Background: an optimization exercise with open tools, aiming at small area. Do not read the settings as production practice. At most, simulation tests tie the RTL to the original design; equivalence was not proved. The RTL of runs 6 and 7 was laid out without a check of its function. Power figures rest on the tool's default switching activity, not on a simulated workload.

==> flow/design.v <==
module vcpu_core (
    input  wire        clk,
    input  wire        rst,
    input  wire [31:0] prog_len,
    input  wire        terminate,
    output wire        imem_req,
    output wire [31:0] imem_addr,
    input  wire        imem_ack,
    input  wire [31:0] imem_rdata,
    output wire        dmem_req,
    output wire        dmem_we,
    output wire [1:0]  dmem_size,
    output wire [31:0] dmem_addr,
    output wire [31:0] dmem_wdata,
    input  wire        dmem_ack,
    input  wire        dmem_err,
    input  wire [31:0] dmem_rdata,
    output reg         retire_valid,
    output wire [31:0] retire_pc,
    output wire [4:0]  retire_rd,
    output wire [31:0] retire_wdata,
    output reg         stopped,
    output wire [3:0]  exit_code,
    output wire [31:0] pc
);
    localparam [2:0] S_INIT   = 3'd0,    
                     S_FETCH  = 3'd1,
                     S_WAIT   = 3'd2,    
                     S_PRE    = 3'd3,
                     S_STEP   = 3'd4,
                     S_MEM    = 3'd5,
                     S_COMMIT = 3'd6,
                     S_STOP   = 3'd7;
    reg [2:0]  state;
    reg [4:0]  cnt;
    reg        flag;     
    reg [31:0] ir;
    reg [31:0] P;        
    reg [31:0] MA;       
    reg [31:0] MD;       
    reg [31:0] ACC;      
    reg [3:0]  xc;       
    reg        sa, sb;   
    reg        cond;     
    reg        fbad;     
    reg        fwrap;    
    reg        mis;      
    reg        c1, e1, c2, c3, e3, c4, nA, nB;
    wire st_init   = (state == S_INIT);
    wire st_fetch  = (state == S_FETCH);
    wire st_wait   = (state == S_WAIT);
    wire st_pre    = (state == S_PRE);
    wire st_step   = (state == S_STEP);
    wire st_mem    = (state == S_MEM);
    wire st_commit = (state == S_COMMIT);
    wire c0   = (cnt == 5'd0);
    wire last = (cnt == 5'd31);
    wire [5:0]  op    = ir[31:26];
    wire [4:0]  f_rd  = ir[25:21];
    wire [4:0]  f_rs  = ir[20:16];
    wire [4:0]  f_rs2 = ir[15:11];
    wire [10:0] fn    = ir[10:0];
    wire [4:0]  f5    = fn[4:0];
    wire rform  = (op == 6'h00);
    wire fz     = rform && (fn[10:5] == 6'd0);
    wire c_radd = fz && (f5[4:1] == 4'd0);
    wire c_sub  = fz && (f5 == 5'h01);
    wire c_mul  = fz && (f5 == 5'h02);
    wire c_div  = fz && (f5[4:2] == 3'd1);
    wire c_rlog = fz && (f5[4:2] == 3'd2);
    wire c_rslt = fz && (f5[4:1] == 4'd6);
    wire c_rsh  = fz && (f5[4:2] == 3'd4) && (f5[1:0] != 2'd3);
    wire c_jalr = fz && (f5 == 5'h18);
    wire c_addi = (op == 6'h01);
    wire c_islt = (op[5:1] == 5'b00001);
    wire c_ilog = (op == 6'h04) || (op == 6'h05) || (op == 6'h06);
    wire c_lui  = (op == 6'h07);
    wire c_ish  = (op == 6'h08) || (op == 6'h09) || (op == 6'h0A);
    wire c_load = (op == 6'h10) || (op == 6'h11) || (op == 6'h12) ||
                  (op == 6'h14) || (op == 6'h15);
    wire c_store= (op == 6'h18) || (op == 6'h19) || (op == 6'h1A);
    wire c_br   = (op[5:3] == 3'b100) && (op[2:1] != 2'b11);
    wire c_j    = (op[5:1] == 5'b11000);
    wire c_jal  = (op == 6'h31);
    wire c_halt = (op == 6'h3F);
    wire c_add  = c_radd || c_addi;
    wire c_log  = c_rlog || c_ilog;
    wire c_slt  = c_rslt || c_islt;
    wire c_sh   = c_rsh  || c_ish;
    wire valid  = c_add || c_log || c_slt || c_sh || c_lui || c_mul || c_div ||
                  c_jalr || c_load || c_store || c_br || c_j || c_halt;
    wire wr     = c_add || c_log || c_slt || c_sh || c_lui || c_mul || c_div ||
                  c_load || c_jal || c_jalr;
    wire [1:0] sel2 = rform ? fn[1:0] : op[1:0];
    wire       sgn  = ~fn[0];            
    wire       stopc = (xc != 4'd0);
    wire       wr_ok = wr && (!stopc || c_jal || c_jalr);
    wire [4:0] waddr = c_jal ? 5'd31 : f_rd;
    wire        wbit;
    wire        rf_we = st_commit && wr_ok;
    wire        wdat  = wbit && !st_init;
    wire [31:0] q0;
    assign q0[0] = 1'b0;
    genvar g;
    generate
        for (g = 1; g < 32; g = g + 1) begin : R
            reg [31:0] q;
            wire we = st_init || (rf_we && (waddr == g));
            always @(posedge clk)
                q <= {we ? wdat : q[0], q[31:1]};
            assign q0[g] = q[0];
        end
    endgenerate
    wire [4:0] rb_addr = rform ? f_rs2 : f_rd;
    wire ra = q0[f_rs];
    wire rb = q0[rb_addr];
    wire [4:0] ish   = (c_br || c_j) ? 5'd2 : c_lui ? 5'd16 : 5'd0;
    wire [4:0] ik    = cnt - ish;
    wire       under = (cnt < ish);
    wire [4:0] ilim  = c_j ? 5'd25 : 5'd15;
    wire       iover = (ik > ilim);
    wire       isgn  = c_j ? ir[25] : ir[15];
    wire [25:0] imm26 = ir[25:0];
    wire       immbit = under ? 1'b0 : iover ? (isgn && !c_ilog) : imm26[ik];
    wire opb = rform ? rb : immbit;
    wire x1   = c_br ? rb : ra;
    wire y1   = c_br ? ra : opb;
    wire inv1 = c_br || c_slt || c_sub;
    wire y1i  = y1 ^ inv1;
    wire c1e  = c0 ? inv1 : c1;
    wire sum1 = x1 ^ y1i ^ c1e;
    wire c1n  = (x1 & y1i) | (x1 & c1e) | (y1i & c1e);
    wire e1n  = (c0 | e1) & ~(x1 ^ y1);
    wire ltu  = ~c1n;
    wire lts  = (x1 ^ y1) ? x1 : ltu;
    wire slt_signed = rform ? ~fn[0] : ~op[0];
    wire condv = c_slt ? (slt_signed ? lts : ltu) :
                 (((op[2:1] == 2'd0) ? e1n : (op[2:1] == 2'd1) ? lts : ltu) ^ op[0]);
    wire b2    = (c_br && (st_pre || cond)) ? immbit : (cnt == 5'd2);
    wire c2e   = ~c0 & c2;
    wire pcsum = P[0] ^ b2 ^ c2e;
    wire c2n   = (P[0] & b2) | (P[0] & c2e) | (b2 & c2e);
    wire npc = st_init ? 1'b0 :
               stopc   ? P[0] :
               c_j     ? immbit :
               c_jalr  ? ra :
               (c_br && cond) ? pcsum :
               fwrap   ? 1'b0 : pcsum;
    wire c4e = (cnt == 5'd2) | ((cnt > 5'd2) & c4);
    wire n4  = npc ^ c4e;
    wire c4n = npc & c4e;
    wire tgt = c_j ? immbit : c_jalr ? ra : pcsum;
    wire x3  = st_pre ? tgt : n4;
    wire lb  = prog_len[cnt];
    wire c3e = c0 | c3;
    wire c3n = (x3 & ~lb) | (x3 & c3e) | (~lb & c3e);
    wire e3n = (c0 | e3) & ~(x3 ^ lb);
    wire nf_bad  = c4n | (c3n & ~e3n);
    wire nf_wrap = c4n | c3n;
    wire xa    = st_commit ? (fn[1] ? ACC[0] : MD[0]) : ra;
    wire nega  = sgn & (st_commit ? (fn[1] ? sa : (sa ^ sb)) : sa);
    wire nAe   = ~c0 & nA;
    wire outA  = xa ^ (nega & nAe);
    wire nBe   = ~c0 & nB;
    wire outB  = rb ^ (sgn & sb & nBe);
    wire dz    = ~(nBe | rb);
    wire [4:0] sam  = rform ? f_rs2 : ir[4:0];
    wire       sll  = (sel2 == 2'd0);
    wire [4:0] sidx = sll ? (5'd0 - sam) : sam;
    wire       shv  = sll ? (cnt >= sam) : (cnt <= ~sam);
    wire       shres = shv ? ACC[sidx] : (sel2[1] & sa);
    wire lres = (sel2 == 2'd0) ? (ra & opb) :
                (sel2 == 2'd1) ? (ra | opb) :
                (sel2 == 2'd2) ? (ra ^ opb) : ~(ra | opb);
    assign wbit = c_add  ? sum1 :
                  c_log  ? lres :
                  c_slt  ? (c0 & cond) :
                  c_lui  ? immbit :
                  c_sh   ? shres :
                  c_mul  ? ACC[0] :
                  c_div  ? outA :
                  c_load ? MD[0] : pcsum;
    wire [31:0] xs  = {ACC[30:0], c_div & MD[31]};
    wire [31:0] ys  = c_div ? ~MA : (MD[31] ? MA : 32'd0);
    wire [32:0] ss  = {1'b0, xs} + {1'b0, ys} + {32'd0, c_div};
    wire        sge = ACC[31] | ss[32];
    wire [31:0] ldv = op[1] ? dmem_rdata :
                      op[0] ? {{16{~op[2] & dmem_rdata[15]}}, dmem_rdata[15:0]} :
                              {{24{~op[2] & dmem_rdata[7]}},  dmem_rdata[7:0]};
    wire jge   = c3n;
    wire jmp   = c_j || c_jalr || (c_br && condv);
    wire [3:0] xc_pre = c_halt ? 4'd1 :
                        !valid ? 4'd7 :
                        (c_div && dz) ? 4'd3 :
                        (c_jalr && mis) ? 4'd5 :
                        (jmp && jge) ? 4'd6 : 4'd0;
    assign imem_req     = (st_fetch && !fbad) || (st_init && !flag);
    assign imem_addr    = P;
    assign dmem_req     = st_mem;
    assign dmem_we      = c_store;
    assign dmem_size    = {op[1], op[0] & ~op[1]};
    assign dmem_addr    = MA;
    assign dmem_wdata   = MD;
    assign retire_pc    = MA;
    assign retire_wdata = MD;
    assign retire_rd    = wr_ok ? waddr : 5'd0;
    assign exit_code    = xc;
    assign pc           = P;
    always @(posedge clk) begin
        c1 <= c1n;  e1 <= e1n;
        c2 <= c2n;
        c3 <= c3n;  e3 <= e3n;
        c4 <= c4n;
        nA <= nAe | xa;
        nB <= nBe | rb;
    end
    always @(posedge clk) begin
        if (rst) begin
            state        <= S_INIT;
            cnt          <= 5'd0;
            flag         <= 1'b0;
            P            <= 32'd0;
            stopped      <= 1'b0;
            retire_valid <= 1'b0;
        end else begin
            cnt          <= cnt + 5'd1;
            retire_valid <= 1'b0;
            if (st_pre)
                P <= {P[0], P[31:1]};
            else if (st_commit)
                P <= {npc, P[31:1]};
            if (st_commit)
                MA <= {P[0], MA[31:1]};
            else if (st_pre)
                MA <= {c_mul ? ra : c_div ? outB : sum1, MA[31:1]};
            if (st_commit)
                MD <= {wbit, MD[31:1]};
            else if (st_pre)
                MD <= {c_div ? outA : rb, MD[31:1]};
            else if (st_step)
                MD <= {MD[30:0], sge};
            else if (st_mem && dmem_ack && !dmem_err && c_load)
                MD <= ldv;
            if (st_step)
                ACC <= (c_mul | sge) ? ss[31:0] : xs;
            else
                ACC <= {st_pre ? (c_sh & ra) : ACC[0], ACC[31:1]};
            if (st_pre && c0)
                mis <= ra;
            else if (st_pre && cnt == 5'd1)
                mis <= mis | ra;
            case (state)
            S_INIT: begin
                if (imem_req && imem_ack) begin
                    ir   <= imem_rdata;
                    flag <= 1'b1;
                end
                if (last) begin
                    fbad  <= nf_bad;
                    fwrap <= nf_wrap;
                    sa    <= 1'b0;
                    sb    <= 1'b0;
                    if (terminate) begin
                        xc      <= 4'd2;
                        stopped <= 1'b1;
                        state   <= S_STOP;
                    end else if (nf_bad) begin
                        xc      <= 4'd8;
                        stopped <= 1'b1;
                        state   <= S_STOP;
                    end else if (flag || imem_ack) begin
                        state   <= S_PRE;
                    end else begin
                        state   <= S_FETCH;
                    end
                end
            end
            S_FETCH: begin
                if (terminate) begin
                    xc      <= 4'd2;
                    stopped <= 1'b1;
                    state   <= S_STOP;
                end else if (fbad) begin
                    xc      <= 4'd8;
                    stopped <= 1'b1;
                    state   <= S_STOP;
                end else if (imem_ack) begin
                    ir    <= imem_rdata;
                    flag  <= 1'b0;
                    state <= S_WAIT;
                end
            end
            S_WAIT: begin
                if (last) begin
                    if (!flag) begin
                        sa <= ra;
                        sb <= rb;
                    end
                    state <= flag ? S_COMMIT : S_PRE;
                end
            end
            S_PRE: begin
                if (last) begin
                    xc   <= xc_pre;
                    cond <= condv;
                    if (c_rsh)
                        ir[15:11] <= MD[5:1];
                    if (c_mul || (c_div && !dz))
                        state <= S_STEP;
                    else if (c_load || c_store)
                        state <= S_MEM;
                    else
                        state <= S_COMMIT;
                end
            end
            S_STEP: begin
                if (last)
                    state <= S_COMMIT;
            end
            S_MEM: begin
                if (dmem_ack) begin
                    if (dmem_err)
                        xc <= 4'd4;
                    flag  <= 1'b1;
                    state <= S_WAIT;
                end
            end
            S_COMMIT: begin
                if (last) begin
                    retire_valid <= 1'b1;
                    fbad  <= nf_bad;
                    fwrap <= nf_wrap;
                    if (stopc) begin
                        stopped <= 1'b1;
                        state   <= S_STOP;
                    end else begin
                        state   <= S_FETCH;
                    end
                end
            end
            default: ;
            endcase
        end
    end
endmodule
==> flow/run.sh <==
#!/bin/bash
# synth_recipe.tcl (not shown) runs the flow's synth.tcl, then flattens the netlist and writes it again
# the make line also repeats each setting of config.mk as NAME=value (left out here)
make -C /OpenROAD-flow-scripts/flow DESIGN_CONFIG=/design/flow/config.mk WORK_HOME=/design/flow/orfs CLKGATE_MAP_FILE= SYNTH_SCRIPT=/design/flow/synth_recipe.tcl finish
==> flow/config.mk <==
export PLATFORM = sky130hd
export DESIGN_NAME = vcpu_core
export DESIGN_NICKNAME = vcpu_core
export VERILOG_FILES = /design/flow/design.v
export SDC_FILE = /design/flow/constraint.sdc
export NUM_CORES = 4
export LEC_CHECK = 0
export CAP_MARGIN = 20
export CORE_MARGIN = 2
export CORE_UTILIZATION = 40
export SLEW_MARGIN = 20
==> flow/constraint.sdc <==
create_clock -name core_clock -period 12.0 [get_ports {clk}]
set_input_delay 2.4000 -clock core_clock [delete_from_list [all_inputs] [get_ports {clk}]]
set_output_delay 2.4000 -clock core_clock [all_outputs]
set_load 0.01 [all_outputs]
==> summary.txt, run 1 <==
outcome=timing/DRC/antenna clean; TritonCTS clock tree=yes; CP required=9.60 ns; # H-tree levels=3; leakage power total=16.1 nW; Setup Buffers After CTS=0; Synth cell types=83; asr flop ratio synth=0; Placeable Area=roughly 85,000 sq um; HP Class=register to register; Tmin final=8.05 ns; clock latency (worst-skew pair)=0.68 ns; post-synthesis simple-gate area fraction=0.0836; IO Pins=310; Clock Pin Slew Worst Setup and Hold Paths=0.06 ns; Std-Cell Rows=around 110; non-filler instance count after layout=4,192; Post-Syn Instances=around 2,700; post-synthesis cell area=34,400 sq um; met2 WL=34,900 microns; critical path cell sequence=or3_1 -> nor2_2 -> nand4b_1 -> or3b_2 -> inv_1 -> nor3_1 -> nand3_1 -> a211o_1 -> a21boi_0 -> clkdlybuf4s50_1; Ys Warns=1; most frequent cells in the layout=dfxtp_1, clkdlybuf4s50_1, nand2_1, nor2_1, a21oi_1; Crit. End Element=output port; commonest non-fill, non-tap cell in the layout=dfxtp_1; first-pass GRT wire length=118,000 microns; Mapped Nets=2,888; endpoints failing hold=0; Layout area overhead=20.9%; Post-DRT Antenna Nets=0; 1st-iter DRT viols=1,592; CP Data Arrival Time=5.65 ns; n_diodes=0; Hold WS=0.289 ns; P per Cell Area=184 nW/um^2; DRC violations left=0; clock skew=0.0519 ns; fin crit share=0.671; fin util=0.488; Avg Cell Area, Syn=12.6 sq um; height of the die=297 microns; Die Wd=just under 300 microns; Via density=about 4.8; Setup TNS=0 ns; hold buffers post-CTS=0; GRT overflow=0; synth top area cells=dfxtp_1, edfxtp_1, nand2_1; share of the synthesized area in the top cell type=0.606; dominant synthesized flop cell=dfxtp_1; Worst setup SP type=register; Compound-Gate Fraction of Synth Area=0.0847; Nets=around 3,100; CP peak stage delay=between 0.8 and 0.9 ns; Placer Congestion=0.854; Max Used Layer=met5; Seq/Total Area, Yosys=0.727; full die area=88,400 sq um; Final Slew Violations=0; drt first pass iters=5; wl on met1=between 30,000 and 40,000 microns; register bit total from synthesis=1,181; mux share of post-synthesis cell area=0.0310; largest net degree at the start of global routing=94; peak supply drop=0.163 mV; unrepaired setup endpoints after global routing=false; Post-synth EDFFs=138; post-cts gate resize count=0; initial antenna violation count=5; adder-cell share of the synthesized area=0.0241; CTS sink count=1,181; All-Layer GR Usage=0.170; Slew HR=0.228; cts bufs inserted=108; number of buffers added on ports=309; Routed WL=about 76,000 microns; via count=20,200; slew at the pin closest to its max-slew limit=1.15 ns; DR WL/cell=18.1 microns; Synth Area in XOR/XNOR=0.0109; Longest Clk Path Bufs=3; WL met3=4240 microns; number of global-route vias before repair=20,100; main combinational cell family by area after synthesis=compound AO/OA/AOI/OAI gates; final setup fails=0; DP Cell Count=roughly 4,000; MaxCap Viol Count=0; worst-path fanout max=38; DP HPWL=51,900 microns; post-synth top area cell=dfxtp_1; Crit-path slowest cell=or3b_2; total power=7.66 mW; CP Class=register to output port; share of post-route cells with drive strength above 1=0.0846; Starting Density=0.404; Max Fclk=0.124 GHz; Root Driver=clkbuf_16
==> cell usage after synthesis (all sizes together) (7+ instances only) <==
library cell and instances:
a211oi 14, a21boi 8, a21o 22, a21oi 165, a311oi 7, a31oi 38, and2 9, and3 11
buf 115, clkbuf 86, dfxtp 1043, edfxtp 138, ha 59, inv 48, mux2i 38, mux4 28
nand2 276, nand2b 18, nand3 44, nand4 11, nor2 167, nor2b 21, nor3 37, nor3b 8
nor4 8, o21ai 127, o31ai 26, or3 7, xnor2 27, xor2 16
==> layer usage <==
metal | vias up | track usage
met5 | - | 0
met4 | 4 | 0.0547
met3 | 130 | 0.0310
met2 | 611 | 0.271
met1 | 9702 | 0.233
li1 | 9705 | -
==> worst paths after layout <==
path	startpoint	end	slack, ns	cells after the start
max reg2reg	ir[28]$_DFFE_PP_	ACC[29]$_DFFE_PN_	4.00	21
min	R[4].q[17]$_DFF_P_	R[4].q[16]$_DFF_P_	0.29	0
max	ir[28]$_DFFE_PP_	retire_rd[2]	3.95	10
min reg2reg	R[4].q[17]$_DFF_P_	R[4].q[16]$_DFF_P_	0.29	0
==> cell families (layout without fill, tap and decap cells) <==
group | after synthesis | count (layout)
AO/OA/AOI/OAI | 476 | 476
XOR/XNOR | 43 | 43
adder cells (fa/ha/maj) | 64 | 64
buffers and inverters | 249 | 574
flip-flops | 1181 | 1181
multiplexers | 71 | 71
AND/OR/NAND/NOR | 639 | 639
==> worst max-delay path: cells and delay by family (launching register included) <==
kind	cells	cell delay, ns
flip-flops	1	0.63
AO/OA/AOI/OAI	2	0.76
buffers and inverters	2	0.92
AND/OR/NAND/NOR	6	2.66
==> flip-flops by register name, summed over array words and instances (netlist names), 3 cells and up <==
signal  count
cnt         5
MD         32
xc          4
ir         32
P          32
ACC        32
R.q       992
state       3
MA         32
==> power by group <==
part / switching [mW] / internal [mW]
Clock: 1.44 / 1.94
Sequential: 0.0248 / 4.01
Combinational: 0.138 / 0.116
Total: 1.60 / 6.06
==> per-stage QoR <==
step,area [sq um],setup WS (ns)
5_1_grt,41600,3.39
3_3_place_gp,38000,4.33
4_1_cts,41600,4.02
2_1_floorplan,34400,5.98
3_5_place_dp,38000,4.11
6_report,41600,3.95
==> final cells by class <==
class	instances	area (sq um)
well taps	1144	1430
inverters	48	180
fillers	7458	43600
flip-flops and latches	1181	25000
clock buffers	158	3170
repair buffers	331	3270
multi-input cells	1293	8120
clock inverters	37	440
==> inputs of run 2 (changes only) <==
--- a/flow/config.mk
+++ b/flow/config.mk
@@ -9,3 +9,5 @@
 export CORE_MARGIN = 2
-export CORE_UTILIZATION = 40
+export CORE_UTILIZATION = 60
+export CTS_BUF_LIST = sky130_fd_sc_hd__clkbuf_8
+export CTS_CLUSTER_SIZE = 30
 export SLEW_MARGIN = 20
==> run 2 against run 1 <==
  * Still clean on timing, DRC and antenna
  * Synthesized area stayed put
  * First-iteration DRC count decreased by 8.4%
  * Maximum frequency grew 1.6%
  * Via count rose by 4.4%
  * Die area down 33%
  * Synthesized cell count unchanged
  * Global-route usage rose by 10 points
  * Clock skew decreased by 0.013 ns
  * Combinational power is 2% lower
  * Wire length grew 5.8%
  * Final area is 1.6% lower
  * Largest cell class unchanged
  * Largest power group unchanged
==> summary.txt, run 2 <==
outcome=timing/DRC/antenna clean; post-synthesis simple-gate area fraction=0.0836 (unchanged); total power=7.46 mW (-2.6%); Setup TNS=0 ns (unchanged); first-pass GRT wire length=125,000 microns (+5.2%); final worst slack=4.08 ns (+0.128 ns); Crit. End Element=output port; register bit total from synthesis=1,181 (unchanged); final setup fails=0 (unchanged); worst-path fanout max=38 (unchanged); GR peak layer=met2; Worst setup SP type=register; dominant synthesized flop cell=dfxtp_1; DP HPWL=52,100 microns (+0.40%); mux share of post-synthesis cell area=0.0310 (unchanged); critical path cell sequence=or3_1 -> nor2_2 -> nand4b_1 -> or3b_2 -> buf_4 -> inv_1 -> nor3_1 -> nand3_1 -> a211o_1 -> a21boi_0 -> clkdlybuf4s50_1; Layout area overhead=19.0%; 1st-iter DRT viols=1,459 (-8.4%); Post-DRT Antenna Nets=0 (unchanged); Ys Warns=1 (unchanged); Post-Syn Instances=2,723 (unchanged); Hold EP=R[20].q[16]$_DFF_P_; Via density=5.38 (+12%); FF-to-FF Start=ir[28]$_DFFE_PP_; fin util=0.724 (+0.235); Final Slew Violations=0 (unchanged); Seq/Total Area, Yosys=0.727 (unchanged); hold_sp=R[20].q[17]$_DFF_P_; Clock Pin Slew Worst Setup and Hold Paths=0.07 ns (about the same); TritonCTS clock tree=yes; cts bufs inserted=164 (+52%); full die area=59,300 sq um (-33%); synth cell count leaders=dfxtp_1, nand2_1, nor2_1; Root Driver=clkbuf_8; Post-synth EDFFs=138 (unchanged); GR Util met3=0.0683 (+0.0373); CP Data Arrival Time=5.52 ns (-0.13 ns); non-filler instance count after layout=3,907 (-6.8%); Nets=3,182 (+1.7%); hold buffers post-CTS=0 (unchanged); most frequent cells in the layout=dfxtp_1, clkdlybuf4s50_1, nand2_1, clkbuf_8; leakage power total=16.3 nW (+1.3%); Avg Cell Area, Syn=12.6 sq um (unchanged); Placer Congestion=0.927 (+8.5%); CP required=9.60 ns (about the same); final instance area=41,000 sq um (-1.6%); number of cells on the critical path=11 (+1); Compound-Gate Fraction of Synth Area=0.0847 (unchanged); Synth cell types=83 (unchanged); Placeable Area=56,600 sq um (-34%); Starting Density=0.608 (+0.205); MaxCap Viol Count=0 (unchanged); Top reg by flops=R.q; drt first pass iters=7 (+2); CTS sink count=1,181 (unchanged); unrepaired setup endpoints after global routing=false; clock skew=0.0386 ns (-0.0133 ns); share of the synthesized area in the top cell type=0.606 (unchanged); GRT overflow=0 (unchanged); Max Fclk=0.126 GHz (+1.6%); number of global-route vias before repair=21,300 (+6.3%); Tmin final=7.92 ns (-0.128 ns); most common cell in the synthesized netlist=dfxtp_1; Setup Buffers After CTS=0 (unchanged); Longest Clk Path Bufs=3 (unchanged); Mapped Nets=2,888 (unchanged); post-synthesis cell area=34,400 sq um (unchanged); All-Layer GR Usage=0.273 (+0.103); IO Pins=310 (unchanged); DRC violations left=0 (unchanged); share of post-route cells with drive strength above 1=0.105 (+0.0204); Die Wd=244 microns (-18%); reg2reg path depth=23 (+9.5%); Post-Place Setup Slack=4.68 ns (+0.564 ns); post-synth top area cell=dfxtp_1; Std-Cell Rows=87 (-19%); hold path depth=0 (unchanged); initial antenna violation count=4 (-1); Slew HR=0.217 (-0.0104); number of buffers added on ports=309 (unchanged); CP peak stage delay=0.65 ns (-0.21 ns); Synth Area in XOR/XNOR=0.0109 (unchanged); slew at the pin closest to its max-slew limit=1.17 ns (+0.0156 ns); main combinational cell family by area after synthesis=compound AO/OA/AOI/OAI gates; fin crit share=0.660 (-0.0107); commonest non-fill, non-tap cell in the layout=dfxtp_1; P per Cell Area=182 nW/um^2 (-1.0%); endpoints failing hold=0 (unchanged); CP Class=register to output port; DP Cell Count=3,607 (-9.7%); asr flop ratio synth=0 (unchanged); DP Area=37,500 sq um (-1.3%); synth top area cells=dfxtp_1, edfxtp_1, nand2_1; via count=21,000 (+4.4%); Hold WS=0.308 ns (+0.0194 ns); CP bufs+invs=3 (+1); post-cts gate resize count=0 (unchanged); reg2reg end=ACC[11]$_DFFE_PN_; delay-heaviest family, CP=simple AND/OR/NAND/NOR gates; peak supply drop=0.181 mV (+11%); Routed WL=80,300 microns (+5.8%); Largest register FFs=992 (unchanged); height of the die=244 microns (-18%); GR Util met2=0.456 (+0.185); flop-to-flop setup slack=4.63 ns (+0.63 ns); largest net degree at the start of global routing=93 (-1.1%); GR Util met1=0.342 (+0.109); Crit-path slowest cell=or3_1; adder-cell share of the synthesized area=0.0241 (unchanged); clock latency (worst-skew pair)=0.80 ns (+0.12 ns); HP Class=register to register; # H-tree levels=4 (+1); DR WL/cell=20.6 microns (+13%)
run 2: area by class of cell:
cell class	instances	area, sq um
antenna	1	2.50
clock buffer	210	2890
clock inverter	89	576
fill	3488	15600
inverter	48	180
multi-input combinational	1293	8110
sequential	1181	25000
tap	756	946
timing repair buffer	329	3240
run 2: metal layers:
metal	part of all wire	wire, microns
met5	0.00061	49
met4	0.029	2360
met3	0.069	5530
met2	0.49	39000
met1	0.41	33300
run 2: kinds of logic after synthesis:
family	count (synthesis)
mux	71
fa+ha+maj	64
simple gates	639
buf+inv	249
compound gates	476
xor+xnor	43
flops	1181
run 2: report_power, final:
part	switching (mW)	total [mW]	internal (mW)
combinational	0.133	0.249	0.116
clock	1.50	3.18	1.68
sequential	0.0276	4.04	4.01
total	1.66	7.46	5.80
run 2: worst reg2reg max path, stage by stage (launching register included):
cell and delay (ns):
edfxtp_1 0.63, or3_1 0.66, nor2_2 0.50, nand4b_1 0.30, or3b_2 0.50, buf_4 0.26
and2_1 0.23, buf_4 0.23, nand2_1 0.11, o21ai_0 0.09, ha_1 0.35, a21o_1 0.17
a21oi_1 0.31, o2111a_1 0.23, and3_1 0.18, o21ai_0 0.20, a221o_1 0.39, a21oi_1 0.31
o31a_1 0.22, nor2b_4 0.42, buf_4 0.46, nor2_1 0.11, a21oi_1 0.12, o21ai_0 0.09
run 2: worst max-delay path by stage:
stage / startpoint / endpoint / slack [ns]
finish: ir[28]$_DFFE_PP_ / retire_rd[4] / 4.08
global route: ir[28]$_DFFE_PP_ / retire_rd[4] / 3.68
CTS: ir[28]$_DFFE_PP_ / retire_rd[4] / 3.95
detailed placement: ir[28]$_DFFE_PP_ / ACC[11]$_DFFE_PN_ / 4.68
global placement: ir[28]$_DFFE_PP_ / ACC[24]$_DFFE_PN_ / 4.93
floorplan: ir[31]$_DFFE_PP_ / ACC[0]$_DFFE_PN_ / 5.98
==> inputs of run 3 (changes only) <==
--- a/flow/config.mk
+++ b/flow/config.mk
@@ -10,4 +10,3 @@
 export CORE_UTILIZATION = 60
-export CTS_BUF_LIST = sky130_fd_sc_hd__clkbuf_8
-export CTS_CLUSTER_SIZE = 30
+export CTS_BUF_LIST = sky130_fd_sc_hd__clkbuf_4
 export SLEW_MARGIN = 20
==> run 3 against run 2 <==
  * Still clean on timing, DRC and antenna
  * Synthesized cell count did not move
  * Combinational power barely moved
  * Hold slack got worse by 0.048 ns
  * Die area unchanged
  * Clock skew is 0.068 ns higher
  * Maximum frequency is 4.6% lower
  * Setup slack worse by 0.38 ns
  * Sequential power about the same
  * Clock power decreased by 3%
  * Global-route usage rose by 0.77 points
  * Final area fell by 0.43%
  * Largest power group unchanged
==> summary.txt, run 3 <==
outcome=timing/DRC/antenna clean; Post-Syn Instances=2,723 (unchanged); Post-Place Setup Slack=4.68 ns (unchanged); post-cts gate resize count=0 (unchanged); post-synth top area cell=dfxtp_1; register bit total from synthesis=1,181 (unchanged); Tmin final=8.30 ns (+0.380 ns); TritonCTS clock tree=yes; MaxCap Viol Count=0 (unchanged); number of global-route vias before repair=22,700 (+6.2%); initial antenna violation count=5 (+1); CTS sink count=1,181 (unchanged); commonest non-fill, non-tap cell in the layout=dfxtp_1; Placer Congestion=0.927 (unchanged); Starting Density=0.608 (unchanged); share of the synthesized area in the top cell type=0.606 (unchanged); crit path from=ir[28]$_DFFE_PP_; fill count=3,611 (+3.5%); most frequent cells in the layout=dfxtp_1, clkbuf_4, clkdlybuf4s50_1, nand2_1; Setup Buffers After CTS=0 (unchanged); storage element area=25,000 sq um (unchanged); Layout area overhead=18.5%; cts bufs inserted=286 (+74%); DRC violations left=0 (unchanged); Root Driver=clkbuf_4; Max Fclk=0.120 GHz (-4.6%); peak supply drop=0.165 mV (-8.8%); slew at the pin closest to its max-slew limit=1.09 ns (-0.0824 ns); last element of the critical path=retire_rd[4]; Die Wd=244 microns (unchanged); Synth cell types=83 (unchanged); largest net degree at the start of global routing=93 (unchanged); Top reg by flops=R.q; share of post-route cells with drive strength above 1=0.151 (+0.0461); synth top area cells=dfxtp_1, edfxtp_1, nand2_1; first-pass GRT wire length=128,000 microns (+3.0%); footprint of the multi-input gates=8110 sq um (unchanged); Avg Cell Area, Syn=12.6 sq um (unchanged); final setup fails=0 (unchanged); Mapped Nets=2,888 (unchanged); CP Class=register to output port; Post-DRT Antenna Nets=0 (unchanged); leakage power total=16.2 nW (-0.24%); Setup TNS=0 ns (unchanged); drt first pass iters=6 (-1); Post-synth EDFFs=138 (unchanged); flop-to-flop setup slack=4.57 ns (-0.06 ns); # H-tree levels=5 (+1); number of buffers added on ports=309 (unchanged); Std-Cell Rows=87 (unchanged); Ys Warns=1 (unchanged); Clock Pin Slew Worst Setup and Hold Paths=0.06 ns (about the same); CP Data Arrival Time=5.90 ns (+0.38 ns); height of the die=244 microns (unchanged); Slew HR=0.272 (+0.0551); Nets=3,304 (+3.8%); All-Layer GR Usage=0.281 (+0.00771); most common cell in the synthesized netlist=dfxtp_1; Via density=5.35 (-0.60%); full die area=59,300 sq um (unchanged); worst-path fanout max=38 (unchanged); final worst slack=3.70 ns (-0.380 ns); CP required=9.60 ns (about the same); 1st-iter DRT viols=1,415 (-3.0%); total power=7.37 mW (-1.3%); clock skew=0.107 ns (+0.0679 ns); FF-to-FF Start=ir[28]$_DFFE_PP_; GRT overflow=0 (unchanged); asr flop ratio synth=0 (unchanged); Largest register FFs=992 (unchanged); HP Class=register to register; P per Cell Area=181 nW/um^2 (-0.86%); via count=21,700 (+3.4%); clock latency (worst-skew pair)=1.06 ns (+0.26 ns); Longest Clk Path Bufs=4 (+1); DP HPWL=52,100 microns (unchanged); unrepaired setup endpoints after global routing=false; fin crit share=0.692 (+0.0316); endpoints failing hold=0 (unchanged); Placeable Area=56,600 sq um (unchanged); reg2reg path depth=23 (unchanged); Seq/Total Area, Yosys=0.727 (unchanged); dominant synthesized flop cell=dfxtp_1; Final Slew Violations=0 (unchanged); synth cell count leaders=dfxtp_1, nand2_1, nor2_1; IO Pins=310 (unchanged); reg2reg end=ACC[11]$_DFFE_PN_; Crit. End Element=output port; hold buffers post-CTS=0 (unchanged); Worst setup SP type=register; DR WL/cell=20.3 microns (-1.1%); post-synthesis cell area=34,400 sq um (unchanged); Routed WL=82,600 microns (+2.9%)
==> run 3: cell types whose count changed in the layout (fill, tap and decap cells not counted), sizes merged <==
cell	before	now
clkbuf	210	400
inv	115	51
diode	1	8
clkinv	17	42
bufinv	4	3
==> run 3: final cells by class <==
| cell class | instances | share of cell area |
|---|---|---|
| flip-flops and latches | 1181 | 0.613 |
| multi-input cells | 1293 | 0.199 |
| repair buffers | 329 | 0.0794 |
| clock buffers | 400 | 0.0736 |
| well taps | 756 | 0.0232 |
| clock inverters | 49 | 0.00659 |
| inverters | 48 | 0.00442 |
| diodes | 8 | 0.000491 |
==> run 3: critical path: stages (launching register included) <==
cell and delay (ns):
edfxtp_1 0.63, or3_1 0.65, nor2_2 0.54, nand4b_1 0.30
or3b_2 0.50, buf_4 0.26, inv_1 0.25, nor3_1 0.10
nand3_1 0.14, a211o_1 0.49, a21boi_0 0.39, clkdlybuf4s50_1 0.62
==> run 3: routing by layer <==
| layer | wire (microns) | share of wire | vias up | GRT usage |
|---|---|---|---|---|
| met5 | 0 | 0 | - | 0 |
| met2 | 41000 | 0.50 | 1001 | 0.473 |
| met1 | 32800 | 0.40 | 10400 | 0.333 |
| li1 | - | - | 10200 | - |
| met4 | 2420 | 0.029 | 0 | 0.114 |
| met3 | 6420 | 0.078 | 200 | 0.0914 |
==> run 3: where the power goes <==
part | leakage, nW | switching (mW) | internal [mW] | total, mW
Combinational | 4.60 | 0.132 | 0.116 | 0.248
Sequential | 9.67 | 0.0275 | 4.01 | 4.04
Clock | 1.97 | 1.50 | 1.59 | 3.08
==> run 3: per-stage QoR <==
| step | utilization | area, sq um | std cells | hold WS (ns) |
|---|---|---|---|---|
| after floorplan | - | 34400 | 2723 | 0.310 |
| after global placement | 0.662 | 37500 | 3607 | 0.310 |
| after global routing | 0.720 | 40800 | 4060 | 0.258 |
| after detailed placement | 0.662 | 37500 | 3607 | 0.312 |
| after CTS | 0.720 | 40800 | 4056 | 0.249 |
| final | 0.721 | 40800 | 4064 | 0.260 |
==> run 3: how the worst min path moves through the flow <==
stage / startpoint / end / slack, ns / cells after the start
6_report: R[23].q[20]$_DFF_P_ / R[23].q[19]$_DFF_P_ / 0.26 / 0
2_1_floorplan: R[10].q[1]$_DFF_P_ / R[10].q[0]$_DFF_P_ / 0.31 / 0
3_5_place_dp: R[23].q[12]$_DFF_P_ / R[23].q[11]$_DFF_P_ / 0.31 / 0
4_1_cts: R[23].q[20]$_DFF_P_ / R[23].q[19]$_DFF_P_ / 0.25 / 0
5_1_grt: R[23].q[20]$_DFF_P_ / R[23].q[19]$_DFF_P_ / 0.26 / 0
3_3_place_gp: R[9].q[16]$_DFF_P_ / R[9].q[15]$_DFF_P_ / 0.31 / 0
==> run 3: kinds of logic after synthesis <==
kind of cell | after synthesis | share of synthesized area
mux | 71 | 0.0310
buf+inv | 249 | 0.0388
compound gates | 476 | 0.0847
xor+xnor | 43 | 0.0109
simple gates | 639 | 0.0836
fa+ha+maj | 64 | 0.0241
flops | 1181 | 0.727
==> inputs of run 4 (changes only) <==
==> flow/flow/run.sh (new file) <==
#!/bin/bash
# Standard ORFS layout, with two changes: the port buffers are buf_1 cells,
# and clock tree synthesis adds no dummy loads.
set -euo pipefail
export BUFFER_PORTS_ARGS="-buffer_cell sky130_fd_sc_hd__buf_1"
export CTS_ARGS="-sink_clustering_enable -repair_clock_nets -dont_use_dummy_load"
bash standard.sh finish > standard_flow.log 2>&1
==> flow/standard.sh (new file) <==
#!/bin/bash
# synth_recipe.tcl (not shown) runs the flow's synth.tcl, then flattens the netlist and writes it again
# the make line also repeats each setting of config.mk as NAME=value (left out here)
make -C /OpenROAD-flow-scripts/flow DESIGN_CONFIG=/design/flow/config.mk WORK_HOME=/design/flow/orfs CLKGATE_MAP_FILE= SYNTH_SCRIPT=/design/flow/synth_recipe.tcl "${@:-finish}"
--- a/flow/config.mk
+++ b/flow/config.mk
@@ -10,3 +10,2 @@
 export CORE_UTILIZATION = 60
-export CTS_BUF_LIST = sky130_fd_sc_hd__clkbuf_4
 export SLEW_MARGIN = 20
removed: flow/run.sh
==> run 4 against run 3 <==
  * Utilization shrank 4.8 points
  * Combinational power shrank 8.9%
  * Synthesized area is the same
  * Die area is the same
  * First-iteration DRC count grew 7.3%
  * Hold slack gained 0.021 ns
  * Cell count shrank 8.7%
  * Non-clock buffer count grew 2
  * Setup slack gained 0.54 ns
  * Largest power group unchanged
==> summary.txt, run 4 <==
footprint of the multi-input gates=8110 sq um (about the same); dominant synthesized flop cell=dfxtp_1; clock network fraction of design power=0.393 (-0.026); Seq pwr share=0.575 (+0.027); Avg Cell Area, Syn=12.6 sq um (unchanged); drt first pass iters=6 (unchanged); Placer Congestion=0.939 (+1.3%); synth cell count leaders=dfxtp_1, nand2_1, nor2_1; post-cts gate resize count=0 (unchanged); height of the die=244 microns (unchanged); Via density=5.56 (+3.9%); asr flop ratio synth=0 (unchanged); Ys Warns=1 (unchanged); Final Slew Violations=0 (unchanged); Nets=3,120 (-5.6%); Clock Pin Slew Worst Setup and Hold Paths=0.07 ns (about the same); most common cell in the synthesized netlist=dfxtp_1; fin crit share=0.647 (-0.0449); HP Class=register to register; share of post-route cells with drive strength above 1=0.0647 (-0.0865); unrepaired setup endpoints after global routing=false; crit path from=ir[28]$_DFFE_PP_; fill count=3,884 (+7.6%); Post-DRT Antenna Nets=0 (unchanged); Largest register FFs=992 (unchanged); Mapped Nets=2,888 (unchanged); DP Cell Count=3,609 (+0.055%); via count=20,600 (-5.2%); Root Driver=clkbuf_16; Die Wd=244 microns (unchanged); most frequent cells in the layout=dfxtp_1, buf_1, nand2_1, nor2_1, a21oi_1; CP Data Arrival Time=8.13 ns (+2.23 ns); Crit-path slowest cell=or3_1; Longest Clk Path Bufs=3 (-1); clock latency (worst-skew pair)=0.67 ns (-0.39 ns); CP bufs+invs=4 (+1); MaxCap Viol Count=0 (unchanged); Setup TNS=0 ns (unchanged); full die area=59,300 sq um (unchanged); critical path cell sequence=or3_1 -> nor2_2 -> nand4b_1 -> or3b_2 -> buf_4 -> and2_1 -> buf_4 -> nand2_1 -> o21ai_0 -> fa_1 -> inv_1 -> fa_1 -> nor2b_1 -> o21ai_0 -> a2111o_1 -> and3_1 -> o21ai_0 -> a221o_1 -> a21oi_1 -> o31a_1 -> nor2b_4 -> buf_4 -> nor2_1 -> a221o_1; post-synthesis cell area=34,400 sq um (unchanged); Seq/Total Area, Yosys=0.727 (unchanged); Std-Cell Rows=87 (unchanged); All-Layer GR Usage=0.268 (-0.0123); hold_sp=R[2].q[3]$_DFF_P_; non-filler instance count after layout=3,711 (-8.7%); FF-to-FF Start=ir[28]$_DFFE_PP_; DR WL/cell=21.4 microns (+5.4%); final setup fails=0 (unchanged); Sw Pwr=1.46 mW (-12%); worst-path fanout max=45 (+18%); 1st-iter DRT viols=1,518 (+7.3%); GRT overflow=0 (unchanged); cts bufs inserted=100 (-65%); outcome=timing/DRC/antenna clean; P per Cell Area=184 nW/um^2 (+2.0%); DP HPWL=50,200 microns (-3.6%); share of the synthesized area in the top cell type=0.606 (unchanged); number of buffers added on ports=309 (unchanged); endpoints failing hold=0 (unchanged); storage element area=25,000 sq um (unchanged); Top reg by flops=R.q; # H-tree levels=3 (-2); largest net degree at the start of global routing=93 (unchanged); Setup Buffers After CTS=0 (unchanged); number of global-route vias before repair=20,600 (-9.0%); register bit total from synthesis=1,181 (unchanged); Tmin final=7.76 ns (-0.539 ns); Worst setup SP type=register; sw frac=0.208 (-0.0176); IO Pins=310 (unchanged); delay-heaviest family, CP=simple AND/OR/NAND/NOR gates; Hold WS=0.280 ns (+0.0206 ns); synth top area cells=dfxtp_1, edfxtp_1, nand2_1; Routed WL=79,500 microns (-3.8%); Post-Syn Instances=2,723 (unchanged); post-synth top area cell=dfxtp_1; clock skew=0.0905 ns (-0.0160 ns); hold buffers post-CTS=0 (unchanged); TritonCTS clock tree=yes; Layout area overhead=10.6%; initial antenna violation count=4 (-1); peak supply drop=0.164 mV (-0.49%); combinational share of power=0.032 (-0.002); Starting Density=0.608 (unchanged); slew at the pin closest to its max-slew limit=1.15 ns (+0.0598 ns); CP required=12.37 ns (+2.77 ns); Placeable Area=56,600 sq um (unchanged); Crit. End Element=register; Max Fclk=0.129 GHz (+6.9%); Post-synth EDFFs=138 (unchanged); CP peak stage delay=0.67 ns (+0.02 ns); commonest non-fill, non-tap cell in the layout=dfxtp_1; first-pass GRT wire length=122,000 microns (-4.7%); CTS sink count=1,181 (unchanged); leakage power total=14.7 nW (-9.4%); DRC violations left=0 (unchanged); CP Class=register to register; Slew HR=0.235 (-0.0372); Synth cell types=83 (unchanged); Pint=5.56 mW (-2.6%)
==> run 4: cell counts after synthesis <==
No cell type changed its count.
==> run 4: final timing paths <==
path	endpoint	slack (ns)	cells after the start
worst max-delay path	ACC[29]$_DFFE_PN_	4.24	24
worst min-delay path	R[2].q[2]$_DFF_P_	0.28	0
worst max register to register	ACC[29]$_DFFE_PN_	4.24	24
worst min register to register	R[2].q[2]$_DFF_P_	0.28	0
==> run 4: stage by stage <==
step	power, mW	utilization	area (sq um)	worst slack [ns]
after detailed placement	4.35	0.629	35600	4.32
final	7.02	0.673	38100	4.24
after global routing	7.21	0.673	38100	3.81
after CTS	7.07	0.673	38100	4.31
after global placement	4.34	0.629	35600	4.50
after floorplan	4.28	-	34400	5.98
==> run 4: per-layer routing <==
metal | wire length [microns] | vias to the layer above | track usage
met5 | 24 | - | 0
met4 | 2440 | 4 | 0.0943
met3 | 4990 | 175 | 0.0430
met2 | 38400 | 864 | 0.453
met1 | 33600 | 9966 | 0.353
li1 | - | 9619 | -
==> run 4: cell type report <==
class | instances | share of cell area
antenna | 2 | 0.000131
clock buffer | 100 | 0.0657
inverter | 48 | 0.00473
multi-input combinational | 1293 | 0.213
sequential | 1181 | 0.657
tap | 756 | 0.0248
timing repair buffer | 331 | 0.0348
==> run 4: kinds of logic (layout without fill, tap and decap cells) <==
kind of cell    Yosys count  after routing  synth area share
mux                      71             71            0.0310
fa+ha+maj                64             64            0.0241
buf+inv                 249            479            0.0388
flops                  1181           1181             0.727
compound gates          476            476            0.0847
other cells               0              2                 0
simple gates            639            639            0.0836
xor+xnor                 43             43            0.0109
==> run 4: power groups by stage <==
stage	clock network, mW	registers (mW)	logic (mW)
floorplan	0	4.11	0.167
global placement	0	4.12	0.219
detailed placement	0	4.12	0.222
CTS	2.81	4.04	0.225
global route	2.93	4.04	0.249
finish	2.76	4.04	0.226
==> inputs of run 5 (changes only) <==
--- a/flow/flow/run.sh
+++ b/flow/flow/run.sh
@@ -5,3 +5,3 @@
 export BUFFER_PORTS_ARGS="-buffer_cell sky130_fd_sc_hd__buf_1"
-export CTS_ARGS="-sink_clustering_enable -repair_clock_nets -dont_use_dummy_load"
+export CTS_ARGS="-sink_clustering_enable -repair_clock_nets -dont_use_dummy_load -buf_list sky130_fd_sc_hd__clkbuf_4"
 bash standard.sh finish > standard_flow.log 2>&1
==> run 5 against run 4 <==
  * Largest power group unchanged
  * Synthesized cell count did not move
  * Critical path type is now register to output port
  * Highest routed layer is now met4
  * Still clean
  * Critical endpoint is now retire_rd[0]
  * Flip-flop and latch count stayed put
  * Global-route usage decreased by 0.88 points
==> summary.txt, run 5 <==
outcome=timing/DRC/antenna clean; Clock Pin Slew Worst Setup and Hold Paths=0.07 ns (about the same); All-Layer GR Usage=0.260 (-0.00884); TritonCTS clock tree=yes; Setup TNS=0 ns (unchanged); asr flop ratio synth=0 (unchanged); post-synthesis cell area=34,400 sq um (unchanged); final instance area=37,700 sq um (-0.95%); first-pass GRT wire length=118,000 microns (-3.2%); Largest register FFs=992 (unchanged); hold buffers post-CTS=0 (unchanged); MaxCap Viol Count=0 (unchanged); endpoints failing hold=0 (unchanged); Post-Syn Instances=2,723 (unchanged); post-cts gate resize count=0 (unchanged); Synth cell types=83 (unchanged); FF-to-FF Start=ir[28]$_DFFE_PP_; Top reg by flops=R.q; Final Slew Violations=0 (unchanged); number of global-route vias before repair=21,500 (+4.2%); final worst slack=3.94 ns (-0.297 ns); 1st-iter DRT viols=1,291 (-15%); via count=21,000 (+1.8%); Seq/Total Area, Yosys=0.727 (unchanged); Avg Cell Area, Syn=12.6 sq um (unchanged); flop-to-flop setup slack=4.22 ns (-0.02 ns); Tmin final=8.06 ns (+0.297 ns); Via density=5.39 (-3.1%); DR WL/cell=19.5 microns (-9.1%); reg2reg path depth=24 (unchanged); IO Pins=310 (unchanged); Hold EP=R[21].q[10]$_DFF_P_; fill count=4,137 (+6.5%); leakage power total=14.8 nW (+0.50%); footprint of the multi-input gates=8110 sq um (unchanged); height of the die=244 microns (unchanged); storage element area=25,000 sq um (unchanged); Die Wd=244 microns (unchanged); commonest non-fill, non-tap cell in the layout=dfxtp_1; post-synth top area cell=dfxtp_1; cts bufs inserted=284 (+180%); most common cell in the synthesized netlist=dfxtp_1; # H-tree levels=5 (+2); share of the synthesized area in the top cell type=0.606 (unchanged); Starting Density=0.608 (unchanged); Post-Place Setup Slack=4.32 ns (unchanged); unrepaired setup endpoints after global routing=false; fin util=0.666 (-0.00641); hold_sp=R[21].q[11]$_DFF_P_; GRT overflow=0 (unchanged); Post-synth EDFFs=138 (unchanged); DP Area=35,600 sq um (unchanged); CTS sink count=1,181 (unchanged); Layout area overhead=9.57%; fin crit share=0.671 (+0.0248); clock skew=0.0841 ns (-0.00641 ns); P per Cell Area=176 nW/um^2 (-4.6%); hold path depth=0 (unchanged); Post-DRT Antenna Nets=0 (unchanged); Hold WS=0.272 ns (-0.00767 ns); Slew HR=0.276 (+0.0404); full die area=59,300 sq um (unchanged); Longest Clk Path Bufs=4 (+1); reg2reg end=ACC[29]$_DFFE_PN_; register bit total from synthesis=1,181 (unchanged); synth cell count leaders=dfxtp_1, nand2_1, nor2_1; worst-path fanout max=16 (-64%); Root Driver=clkbuf_4; drt first pass iters=6 (unchanged); largest net degree at the start of global routing=93 (unchanged); number of buffers added on ports=309 (unchanged); DRC violations left=0 (unchanged); Placeable Area=56,600 sq um (unchanged); Crit. End Element=output port; initial antenna violation count=4 (unchanged); DP HPWL=50,200 microns (unchanged); Ys Warns=1 (unchanged); Mapped Nets=2,888 (unchanged); CP Data Arrival Time=5.66 ns (-2.47 ns); CP Class=register to output port; Max Fclk=0.124 GHz (-3.7%); clock latency (worst-skew pair)=1.03 ns (+0.36 ns); synth top area cells=dfxtp_1, edfxtp_1, nand2_1; Placer Congestion=0.939 (unchanged); Nets=3,304 (+5.9%); Worst setup SP type=register; slew at the pin closest to its max-slew limit=1.08 ns (-0.0706 ns); dominant synthesized flop cell=dfxtp_1; Std-Cell Rows=87 (unchanged); most frequent cells in the layout=dfxtp_1, buf_1, clkbuf_4, nand2_1; CP required=9.60 ns (-2.77 ns); Routed WL=75,900 microns (-4.5%); share of post-route cells with drive strength above 1=0.120 (+0.0549); final setup fails=0 (unchanged); peak supply drop=0.154 mV (-6.1%); HP Class=register to register; Setup Buffers After CTS=0 (unchanged)
-- run 5: worst max-delay path by stage --
stage                                start                end  slack, ns  depth (start not counted)
after floorplan           ir[31]$_DFFE_PP_   ACC[0]$_DFFE_PN_       5.98                         25
after global placement    ir[28]$_DFFE_PP_  ACC[29]$_DFFE_PN_       4.50                         24
after detailed placement  ir[28]$_DFFE_PP_  ACC[29]$_DFFE_PN_       4.32                         24
after CTS                 ir[28]$_DFFE_PP_       retire_rd[0]       3.98                         10
after global routing      ir[28]$_DFFE_PP_       retire_rd[0]       3.70                         10
final                     ir[28]$_DFFE_PP_       retire_rd[0]       3.94                         10
-- run 5: report_power, final --
group | total, mW | switching (mW) | internal (mW)
Sequential | 4.04 | 0.0265 | 4.01
Clock | 2.37 | 1.29 | 1.08
Combinational | 0.225 | 0.131 | 0.0939
Total | 6.64 | 1.45 | 5.19
-- run 5: cell type report --
cell class                 count  share of cell area
multi-input combinational   1293               0.215
clock buffer                 284              0.0565
timing repair buffer         331              0.0352
sequential                  1181               0.663
inverter                      48             0.00478
antenna                        5            0.000332
tap                          756              0.0251
-- run 5: worst max-delay path: stages (launching register included) --
cell       delay (ns)
edfxtp_1         0.63
or3_1            0.67
nor2_2           0.42
nand4_1          0.24
a2111oi_1        0.93
a41o_1           0.30
nor3_1           0.09
nand3_1          0.15
a211o_1          0.43
a21boi_0         0.61
buf_1            0.21
-- run 5: per-layer routing --
layer / GRT usage / up-vias / part of all wire
met5: 0 / - / 0
li1: - / 10000 / -
met4: 0.0967 / 0 / 0.018
met1: 0.326 / 10100 / 0.43
met2: 0.430 / 816 / 0.49
met3: 0.0719 / 99 / 0.068
-- run 5: logic make-up after synthesis --
logic type,after synthesis,share of synthesized area
buffers and inverters,249,0.0388
AO/OA/AOI/OAI,476,0.0847
multiplexers,71,0.0310
XOR/XNOR,43,0.0109
AND/OR/NAND/NOR,639,0.0836
adder cells (fa/ha/maj),64,0.0241
flip-flops,1181,0.727
-- run 5: metrics by stage --
stage	std cells	total power [mW]
after global routing	3896	6.94
after floorplan	2723	4.28
final	3898	6.64
after detailed placement	3609	4.35
after global placement	3609	4.34
after CTS	3893	6.74
==> inputs of run 6 (changes only) <==
--- a/flow/design.v
+++ b/flow/design.v
@@ -103,2 +103,4 @@
     assign q0[0] = 1'b0;
+    wire [3:0] wlo = {4{st_init}} | ({4{rf_we}} & (4'b0001 << waddr[1:0]));
+    wire [7:0] whi = {8{st_init}} | (8'b00000001 << waddr[4:2]);
     genvar g;
@@ -107,3 +109,3 @@
             reg [31:0] q;
-            wire we = st_init || (rf_we && (waddr == g));
+            wire we = wlo[g % 4] & whi[g / 4];
             always @(posedge clk)
@@ -166,7 +168,8 @@
     wire dz    = ~(nBe | rb);
-    wire [4:0] sam  = rform ? f_rs2 : ir[4:0];
-    wire       sll  = (sel2 == 2'd0);
-    wire [4:0] sidx = sll ? (5'd0 - sam) : sam;
-    wire       shv  = sll ? (cnt >= sam) : (cnt <= ~sam);
-    wire       shres = shv ? ACC[sidx] : (sel2[1] & sa);
+    wire [4:0] sam   = rform ? f_rs2 : ir[4:0];
+    wire       sll   = (sel2 == 2'd0);
+    wire       uselo = sll || (sam == 5'd0);
+    wire [4:0] sk    = uselo ? ~sam : (sam - 5'd1);
+    wire       sinv  = sel2[1] & sa;
+    wire       shres = (uselo ? ACC[0] : MD[0]) ^ sinv;
     wire lres = (sel2 == 2'd0) ? (ra & opb) :
@@ -181,10 +184,11 @@
                   c_div  ? outA :
-                  c_load ? MD[0] : pcsum;
+                  c_load ? ldbit : pcsum;
     wire [31:0] xs  = {ACC[30:0], c_div & MD[31]};
-    wire [31:0] ys  = c_div ? ~MA : (MD[31] ? MA : 32'd0);
+    wire        bb  = c_sh ? (cnt == sk) : MD[31];
+    wire [31:0] ys  = c_div ? ~MA : (bb ? MA : 32'd0);
     wire [32:0] ss  = {1'b0, xs} + {1'b0, ys} + {32'd0, c_div};
     wire        sge = ACC[31] | ss[32];
-    wire [31:0] ldv = op[1] ? dmem_rdata :
-                      op[0] ? {{16{~op[2] & dmem_rdata[15]}}, dmem_rdata[15:0]} :
-                              {{24{~op[2] & dmem_rdata[7]}},  dmem_rdata[7:0]};
+    wire ld_in  = op[1] || (op[0] ? ~cnt[4] : (cnt[4:3] == 2'd0));
+    wire ldbit  = ld_in ? MD[0] : (~op[2] & sa);
+    wire ld_sg  = (cnt == {1'b0, op[0], 3'b111});
     wire jge   = c3n;
@@ -234,3 +238,3 @@
             else if (st_pre)
-                MA <= {c_mul ? ra : c_div ? outB : sum1, MA[31:1]};
+                MA <= {c_mul ? ra : c_sh ? (ra ^ sinv) : c_div ? outB : sum1, MA[31:1]};
             if (st_commit)
@@ -240,9 +244,11 @@
             else if (st_step)
-                MD <= {MD[30:0], sge};
+                MD <= {MD[30:0], c_div ? sge : ACC[31]};
             else if (st_mem && dmem_ack && !dmem_err && c_load)
-                MD <= ldv;
+                MD <= dmem_rdata;
             if (st_step)
-                ACC <= (c_mul | sge) ? ss[31:0] : xs;
+                ACC <= (~c_div | sge) ? ss[31:0] : xs;
             else
-                ACC <= {st_pre ? (c_sh & ra) : ACC[0], ACC[31:1]};
+                ACC <= {~st_pre & ACC[0], ACC[31:1]};
+            if (st_commit && c_load && ld_sg)
+                sa <= MD[0];
             if (st_pre && c0)
@@ -307,3 +313,3 @@
                         ir[15:11] <= MD[5:1];
-                    if (c_mul || (c_div && !dz))
+                    if (c_mul || c_sh || (c_div && !dz))
                         state <= S_STEP;
==> flow/flow/run.sh (replaced) <==
#!/bin/bash
# Standard ORFS layout, with two changes: the port buffers are buf_1 cells,
# and clock tree synthesis adds no dummy loads.
set -euo pipefail
export BUFFER_PORTS_ARGS="-buffer_cell sky130_fd_sc_hd__buf_1"
export CTS_ARGS="-sink_clustering_enable -repair_clock_nets -dont_use_dummy_load -buf_list sky130_fd_sc_hd__clkbuf_8 -sink_clustering_size 20 -sink_clustering_max_diameter 60"
bash standard.sh finish > standard_flow.log 2>&1
==> run 6 against run 5 <==
  * Setup slack gained 0.37 ns
  * Via count shrank 11%
  * Synthesized cell count shrank 5.4%
  * Largest power group unchanged
  * Critical endpoint is now ACC[10]$_DFFE_PN_
  * First-iteration DRC count grew 3.6%
  * Still clean on timing, DRC and antenna
  * Wire length shrank 18%
==> summary.txt, run 6 <==
Placeable Area=56,200 sq um (-0.77%); Synth cell types=90 (+8.4%); # H-tree levels=3 (-2); slew at the pin closest to its max-slew limit=1.08 ns (-0.00100 ns); register bit total from synthesis=1,181 (unchanged); final worst slack=4.31 ns (+0.369 ns); commonest non-fill, non-tap cell in the layout=dfxtp_1; dominant synthesized flop cell=dfxtp_1; Crit-path slowest cell=edfxtp_1; Post-Place Setup Slack=4.39 ns (+0.0679 ns); fill count=4,286 (+3.6%); adder-cell share of the synthesized area=0.0193 (-0.00473); Longest Clk Path Bufs=3 (-1); crit path from=ir[27]$_DFFE_PP_; reg2reg path depth=28 (+17%); asr flop ratio synth=0 (unchanged); cts bufs inserted=77 (-73%); Std-Cell Rows=87 (unchanged); Final Slew Violations=0 (unchanged); fin util=0.644 (-0.0229); Setup TNS=0 ns (unchanged); drt first pass iters=7 (+1); worst-path fanout max=32 (+16); Die Wd=242 microns (-0.74%); HP Class=register to register; GRT overflow=0 (unchanged); Largest register FFs=992 (unchanged); All-Layer GR Usage=0.214 (-0.0457); reg2reg end=ACC[10]$_DFFE_PN_; IO Pins=310 (unchanged); DP Cell Count=3,465 (-4.0%); Post-Syn Instances=2,577 (-5.4%); fin crit share=0.641 (-0.0308); Placer Congestion=0.893 (-4.9%); Post-synth EDFFs=138 (unchanged); CP bufs+invs=3 (+2); most frequent cells in the layout=dfxtp_1, buf_1, nand2_1, edfxtp_1, o21ai_0; initial antenna violation count=4 (unchanged); height of the die=242 microns (-0.74%); Top reg by flops=R.q; Routed WL=62,300 microns (-18%); number of global-route vias before repair=17,900 (-17%); final setup fails=0 (unchanged); non-filler instance count after layout=3,548 (-9.0%); unrepaired setup endpoints after global routing=false; CP Class=register to register; number of buffers added on ports=309 (unchanged); Layout area overhead=6.60%; Max Fclk=0.130 GHz (+4.8%); CTS sink count=1,181 (unchanged); last element of the critical path=ACC[10]$_DFFE_PN_; final instance area=36,200 sq um (-4.2%); Avg Cell Area, Syn=13.2 sq um (+4.1%); FF-to-FF Start=ir[27]$_DFFE_PP_; synth cell count leaders=dfxtp_1, nand2_1, edfxtp_1; CP required=12.37 ns (+2.77 ns); Worst setup SP type=register; main combinational cell family by area after synthesis=compound AO/OA/AOI/OAI gates; mux share of post-synthesis cell area=0.0340 (+0.00302); delay-heaviest family, CP=compound AO/OA/AOI/OAI gates; Ys Warns=1 (unchanged); largest net degree at the start of global routing=95 (+2.2%); CP Data Arrival Time=8.06 ns (+2.40 ns); hold buffers post-CTS=0 (unchanged); post-synth top area cell=dfxtp_1; share of the synthesized area in the top cell type=0.616 (+0.00922); leakage power total=13.7 nW (-7.2%); Slew HR=0.281 (+0.00555); DR WL/cell=17.6 microns (-9.8%); endpoints failing hold=0 (unchanged); Root Driver=clkbuf_8; DP Area=35,100 sq um (-1.4%); Compound-Gate Fraction of Synth Area=0.0864 (+0.00166); Nets=2,940 (-11%); Crit. End Element=register; number of cells on the critical path=28 (+18); Setup Buffers After CTS=0 (unchanged); flop-to-flop setup slack=4.31 ns (+0.09 ns); Clock Pin Slew Worst Setup and Hold Paths=0.11 ns (+0.04 ns); peak supply drop=0.148 mV (-3.9%); share of post-route cells with drive strength above 1=0.0589 (-0.0607); DRC violations left=0 (unchanged); clock latency (worst-skew pair)=0.69 ns (-0.34 ns); post-synthesis cell area=33,900 sq um (-1.5%); CP peak stage delay=0.71 ns (-0.22 ns); Synth Area in XOR/XNOR=0.0124 (+0.00146); Seq/Total Area, Yosys=0.738 (+0.0110); Starting Density=0.604 (-0.00446); first-pass GRT wire length=99,400 microns (-16%); MaxCap Viol Count=0 (unchanged); Mapped Nets=2,729 (-5.5%); TritonCTS clock tree=yes; DP HPWL=42,000 microns (-16%); most common cell in the synthesized netlist=dfxtp_1; post-synthesis simple-gate area fraction=0.0724 (-0.0112); via count=18,700 (-11%); clock skew=0.109 ns (+0.0252 ns); Top cell by count, worst path=a21oi_1; hold path depth=0 (unchanged); outcome=timing/DRC/antenna clean; Tmin final=7.69 ns (-0.369 ns); Via density=5.28 (-2.1%); full die area=58,400 sq um (-1.5%); post-cts gate resize count=0 (unchanged); synth top area cells=dfxtp_1, edfxtp_1, nand2_1; P per Cell Area=163 nW/um^2 (-7.2%); 1st-iter DRT viols=1,337 (+3.6%); Post-DRT Antenna Nets=0 (unchanged)
==> run 6: cell types whose count changed in the layout (fill, tap and decap cells not counted), moves of 34 or more <==
cell / delta
nand2_1: -46
a21oi_1: -65
clkbuf_4: -284
nor2_1: -59
clkbuf_8: +77
o41ai_1: +34
==> run 6: layout make-up <==
type	count	area, sq um	share of cell area
Antenna cell	6	15.0	0.000415
Clock buffer	77	1060	0.0293
Inverter	33	124	0.00343
Multi-Input combinational cell	1166	7670	0.212
Sequential cell	1181	25000	0.692
Tap cell	756	946	0.0262
Timing Repair Buffer	329	1310	0.0363
==> run 6: worst min path at each step <==
stage,start,end,slack (ns)
CTS,R[14].q[31]$_DFF_P_,R[14].q[30]$_DFF_P_,0.23
detailed placement,R[15].q[6]$_DFF_P_,R[15].q[5]$_DFF_P_,0.31
floorplan,R[10].q[1]$_DFF_P_,R[10].q[0]$_DFF_P_,0.31
global route,R[14].q[31]$_DFF_P_,R[14].q[30]$_DFF_P_,0.22
finish,R[14].q[31]$_DFF_P_,R[14].q[30]$_DFF_P_,0.22
global placement,R[2].q[8]$_DFF_P_,R[2].q[7]$_DFF_P_,0.31
==> run 6: layer usage <==
layer	vias up	share of wire	global-route usage
met1	8927	0.49	0.325
met4	0	0.031	0.0733
met2	504	0.42	0.312
met3	126	0.050	0.0362
li1	9160	-	-
met5	-	0	0
==> run 6: cell families after synthesis <==
group | count (synthesis)
muxes | 84
adders and majority gates | 50
xor gates and xnor gates | 48
buffers and inverters | 230
DFF | 1181
and+or+nand+nor | 530
AOI/OAI and AO/OA | 454
==> run 6: per-stage QoR <==
| stage | hold WS [ns] | total power, mW |
|---|---|---|
| floorplan | 0.310 | 4.27 |
| global placement | 0.310 | 4.33 |
| detailed placement | 0.312 | 4.34 |
| CTS | 0.229 | 5.97 |
| global route | 0.222 | 6.13 |
| finish | 0.225 | 5.90 |
==> run 6: report_power, final <==
part | total (mW) | switching (mW) | internal (mW)
Combinational | 0.213 | 0.123 | 0.0904
Sequential | 4.03 | 0.0250 | 4.01
Clock | 1.66 | 1.08 | 0.579
Total | 5.90 | 1.23 | 4.68
==> inputs of run 7 (changes only) <==
==> flow/flow/run.sh (replaced) <==
#!/bin/bash
# Standard ORFS layout, with two changes: the port buffers are buf_1 cells,
# and clock tree synthesis adds no dummy loads.
set -euo pipefail
export BUFFER_PORTS_ARGS="-buffer_cell sky130_fd_sc_hd__buf_1"
export CTS_ARGS="-sink_clustering_enable -repair_clock_nets -dont_use_dummy_load -buf_list sky130_fd_sc_hd__clkbuf_16 -sink_clustering_size 32 -sink_clustering_max_diameter 60"
bash standard.sh finish > standard_flow.log 2>&1
==> run 7 against run 6 <==
  * Still clean on timing, DRC and antenna
  * Sequential power about the same
  * Utilization rose by 0.56 points
  * Synthesized cell count is the same
  * Largest cell class unchanged
==> summary.txt, run 7 <==
DRC violations left=0 (unchanged); Largest register FFs=992 (unchanged); fin util=0.649 (+0.00563); P per Cell Area=169 nW/um^2 (+3.4%); Top cell by count, worst path=a21oi_1; Placer Congestion=0.893 (unchanged); commonest non-fill, non-tap cell in the layout=dfxtp_1; Placeable Area=56,200 sq um (unchanged); cts bufs inserted=55 (-29%); outcome=timing/DRC/antenna clean; Tmin final=7.72 ns (+0.0339 ns); All-Layer GR Usage=0.213 (-0.000570); synth top area cells=dfxtp_1, edfxtp_1, nand2_1; Seq/Total Area, Yosys=0.738 (unchanged); share of the synthesized area in the top cell type=0.616 (unchanged); Slew HR=0.285 (+0.00402); post-cts gate resize count=0 (unchanged); Std-Cell Rows=87 (unchanged); CP required=12.30 ns (-0.07 ns); GRT overflow=0 (unchanged); leakage power total=13.8 nW (+0.91%); fin crit share=0.643 (+0.00283); Nets=2,918 (-0.75%); IO Pins=310 (unchanged); Crit. End Element=register; clock latency (worst-skew pair)=0.64 ns (-0.05 ns); initial antenna violation count=4 (unchanged); Ys Warns=1 (unchanged); Avg Cell Area, Syn=13.2 sq um (unchanged); Final Slew Violations=0 (unchanged); Top reg by flops=R.q; dominant synthesized flop cell=dfxtp_1; DP HPWL=42,000 microns (unchanged); number of global-route vias before repair=17,800 (-0.78%); endpoints failing hold=0 (unchanged); height of the die=242 microns (unchanged); Setup TNS=0 ns (unchanged); via count=18,600 (-0.40%); peak supply drop=0.161 mV (+8.8%); 1st-iter DRT viols=1,282 (-4.1%); clock skew=0.0906 ns (-0.0187 ns); Clock Pin Slew Worst Setup and Hold Paths=0.10 ns (about the same); DR WL/cell=17.7 microns (+1.0%); MaxCap Viol Count=0 (unchanged); HP Class=register to register; CP Class=register to register; number of buffers added on ports=309 (unchanged); largest net degree at the start of global routing=95 (unchanged); first-pass GRT wire length=99,600 microns (+0.24%)
run 7: worst paths after layout:
| check | start | end | slack, ns | cells past startpoint |
|---|---|---|---|---|
| worst max-delay path | ir[27]$_DFFE_PP_ | ACC[10]$_DFFE_PN_ | 4.28 | 28 |
| worst min-delay path | R[9].q[9]$_DFF_P_ | R[9].q[8]$_DFF_P_ | 0.24 | 0 |
| worst max register to register | ir[27]$_DFFE_PP_ | ACC[10]$_DFFE_PN_ | 4.28 | 28 |
| worst min register to register | R[9].q[9]$_DFF_P_ | R[9].q[8]$_DFF_P_ | 0.24 | 0 |
run 7: area by class of cell:
class                      instances  area (sq um)  area share
inverter                          33           124     0.00340
sequential                      1181         25000       0.686
clock buffer                      55          1380      0.0377
multi-input combinational       1166          7670       0.210
antenna                            6          15.0    0.000412
tap                              756           946      0.0259
timing repair buffer             329          1310      0.0360
run 7: logic make-up (layout without fill, tap and decap cells):
logic type / count (synthesis) / after routing / share of synthesized area
flip-flops: 1181 / 1181 / 0.738
buffers and inverters: 230 / 417 / 0.0376
other: 0 / 6 / 0
multiplexers: 84 / 84 / 0.0340
XOR/XNOR: 48 / 48 / 0.0124
AO/OA/AOI/OAI: 454 / 454 / 0.0864
adder cells (fa/ha/maj): 50 / 50 / 0.0193
AND/OR/NAND/NOR: 530 / 530 / 0.0724
run 7: power by group:
group	internal, mW	leakage, nW	switching, mW
combinational	0.0905	3.49	0.123
clock	0.816	0.678	1.10
sequential	4.01	9.68	0.0250
total	4.92	13.8	1.24
run 7: per-stage QoR:
step | power, mW | cells | hold slack, ns | setup slack [ns] | instance area (sq um)
floorplan | 4.27 | 2577 | 0.310 | 5.45 | 33900
detailed placement | 4.34 | 3465 | 0.312 | 4.39 | 35100
CTS | 6.22 | 3520 | 0.225 | 4.37 | 36400
global placement | 4.33 | 3465 | 0.310 | 4.69 | 35100
global route | 6.37 | 3521 | 0.219 | 3.73 | 36500
finish | 6.16 | 3526 | 0.241 | 4.28 | 36500
run 7: metal layers:
metal / up-vias / share of wire / global-route usage / wire length, microns
met5: - / 0 / 0 / 0
met3: 96 / 0.051 / 0.0302 / 3210
met1: 8918 / 0.49 / 0.324 / 30700
li1: 9126 / - / - / -
met4: 0 / 0.025 / 0.0615 / 1540
met2: 503 / 0.43 / 0.320 / 27100
run 7: worst max-delay path: cells and delay by family (launching register included):
family	cells	cell delay, ns
compound gates	13	2.98
simple gates	7	1.50
fa+ha+maj	3	0.95
buf+inv	3	0.83
flops	1	0.71
mux	1	0.27
xor+xnor	1	0.09

Check on run 7: ideal ports give 4.278 ns setup slack; a clkbuf_16 on the clock port and buf_2 on the inputs give 4.278 ns; moving port delays by the midpoint clock arrival (0.662 ns) as well gives 4.278 ns.
